This is an optimization exercise on Yosys and OpenROAD, whose aim is small area, a short achievable clock period and few clock cycles per item, not a production implementation.
Only simulation tests tie the RTL to the original design; equivalence was not proved.
Power is estimated from default activity; no workload was simulated.

## job 1787
Design blackhole_core, start of the top module:
module blackhole_core (
    input  wire        clk,
    input  wire        rst,
    input  wire        cmd_valid,
    input  wire [31:0] cmd_word,
    output wire        cmd_ready,
    output wire        busy,
    input  wire [2:0]  sr_sel,
    output reg  [31:0] sr_data,
    output wire        map_req,
    output wire [1:0]  map_space,
    output wire [31:0] map_size,
    input  wire        map_ok,
    input  wire        map_fail,
    output wire        rd_req,
    output wire [1:0]  rd_space,
    output wire [31:0] rd_addr,
    input  wire        rd_ack,
    input  wire [7:0]  rd_data,
    output wire        wr_req,
    output wire [1:0]  wr_sink,
    output wire [3:0]  wr_len,
    output wire [63:0] wr_data,
    input  wire        wr_ack,
    input  wire [3:0]  wr_accepted,
    input  wire        wr_fail
);
export LEC_CHECK = 0
export CAP_MARGIN = 20
export CORE_MARGIN = 2
export CORE_UTILIZATION = 40
export CTS_BUF_LIST = sky130_fd_sc_hd__clkbuf_16
export CTS_CLUSTER_DIAMETER = 60
export CTS_CLUSTER_SIZE = 25
export PLACE_DENSITY = 0.6
export SETUP_SLACK_MARGIN = 3.5
export SLEW_MARGIN = 20
export SYNTH_HIERARCHICAL = 1
create_clock -name core_clock -period 8.0 [get_ports {clk}]
standard.sh (not shown) runs the stock make flow with config.mk's settings and CLKGATE_MAP_FILE= SYNTH_SCRIPT=/design/flow/synth_recipe.tcl, a recipe that flattens the netlist after the stock synthesis.
==> flow/flow/run.sh <==
#!/bin/bash
# The standard layout, with the port buffers made of buf_1 cells (the
# standard flow's buffer_ports picks clkdlybuf4s50_1, which is larger and
# slower); repair may still resize them.
set -euo pipefail
export BUFFER_PORTS_ARGS="-buffer_cell sky130_fd_sc_hd__buf_1"
bash standard.sh > standard.log 2>&1
Testbench counts of job 1787, summed over its fixed seeds: cycles 20,438, bytes 5,372.
### job 1787 -> job 6024
-- flow/config.mk --
<<< job 1787, line 10
export CORE_UTILIZATION = 40
export CTS_BUF_LIST = sky130_fd_sc_hd__clkbuf_16
export CTS_CLUSTER_DIAMETER = 60
export CTS_CLUSTER_SIZE = 25
export PLACE_DENSITY = 0.6
>>> job 6024, line 10
export CORE_UTILIZATION = 40
export CTS_BUF_LIST = sky130_fd_sc_hd__clkbuf_4 sky130_fd_sc_hd__clkbuf_8
export PLACE_DENSITY = 0.6
Results
- As far as highest clock rate is concerned, job 1787 and job 6024 perform about the same.
- Sequential share of layout area on job 6024 is down relative to job 1787.
- Between job 6024 and job 1787, it is job 6024 whose non-clock buffer count is lower, by 4.
- Of job 6024 and job 1787, the higher first-pass GRT wire length belongs to job 6024.
- Compared with job 1787, final cell count in job 6024 increased slightly.
- Against job 1787, job 6024 reports a fraction of layout cells with a size suffix above 1 that is higher.
- Side by side, global routing usage on met3 turned out higher in job 6024 than in job 1787.
- Wire length per cell after detailed routing of job 6024 falls short of that of job 1787 slightly.
- Compared with job 1787, job 6024 shows a lower worst reg2reg path depth.
- Synthesized flop and latch total came out exactly the same in job 6024 and job 1787.
- Setup slack: job 6024 more than job 1787
Input-level comparison between job 2405 and job 6024:
==> flow/flow/run.sh <==
#!/bin/bash
# The standard layout, with the port buffers made of buf_2 cells (the
# standard flow's buffer_ports picks clkdlybuf4s50_1, which is larger and
# slower); repair may still resize them.
set -euo pipefail
export BUFFER_PORTS_ARGS="-buffer_cell sky130_fd_sc_hd__buf_2"
bash standard.sh > standard.log 2>&1
-- flow/config.mk --
<<< job 6024, line 10
export CORE_UTILIZATION = 40
export CTS_BUF_LIST = sky130_fd_sc_hd__clkbuf_4 sky130_fd_sc_hd__clkbuf_8
export PLACE_DENSITY = 0.6
>>> job 2405, line 10
export CORE_UTILIZATION = 40
export CTS_BUF_LIST = sky130_fd_sc_hd__clkbuf_8
export CTS_CLUSTER_DIAMETER = 50
export CTS_CLUSTER_SIZE = 20
export PLACE_DENSITY = 0.6
==> comparison <==
The core utilization was comparable across job 2405 and job 6024.
Comparing job 6024 against job 2405, there is no change at all in area enclosed by the die boundary.
NOTE net total in the final layout job 6024->job 2405 decreased slightly
Worst-case setup margin in the final layout: job 2405 better than job 6024
Across both runs, count of clock buffers in the final design was lower for job 2405 than for job 6024.
For final instance area, job 2405 and job 6024 come out practically identical.
Job 2405 ends up with lower via count than job 6024 does.
Post-route non-filler standard cell count ends up lower on job 2405.
In the metrics for job 2405 and job 6024, the one carrying the lower part of the power in the clock network is job 2405.
Going from job 6024 to job 2405, the time the final worst path needs with I/O delays and setup was found to have gone down by 0.073 ns.
Internal portion of total power on job 2405 is ahead of job 6024.

[afterwards: timing with drivers on the ports]
The results above use ideal ports. As a check the final layouts listed here were re-extracted and re-timed, cells and wires unchanged.
Step 1 sets driving cells, clkbuf_16 on the clock port and buf_2 on the other inputs (assumed; they add their load-dependent delay and slew).
Step 2 times the ports against the registers' clock, not the clock port: input delays grow and output delays shrink by t, the midpoint of the rising clock arrivals with the driver on.
a / b / c = no drivers / after step 1 / after step 2; a / b = the first two.
run	t (ns)	setup WS [ns]	hold slack, ns	worst data-port slew with drivers (ns)
job 1787	0.653	3.234 / 3.174 / 2.959	0.463 / 0.463 / 0.463	0.11
job 6024	0.734	3.241 / 3.176 / 2.870	0.458 / 0.458 / 0.458	0.12
job 2405	0.770	3.315 / 3.272 / 2.860	0.469 / 0.469 / 0.469	0.12
After both steps every run listed still meets setup and hold. The setup slack of job 2405, which loses most, moves by -0.043 ns with the drivers and by -0.455 ns with both steps.
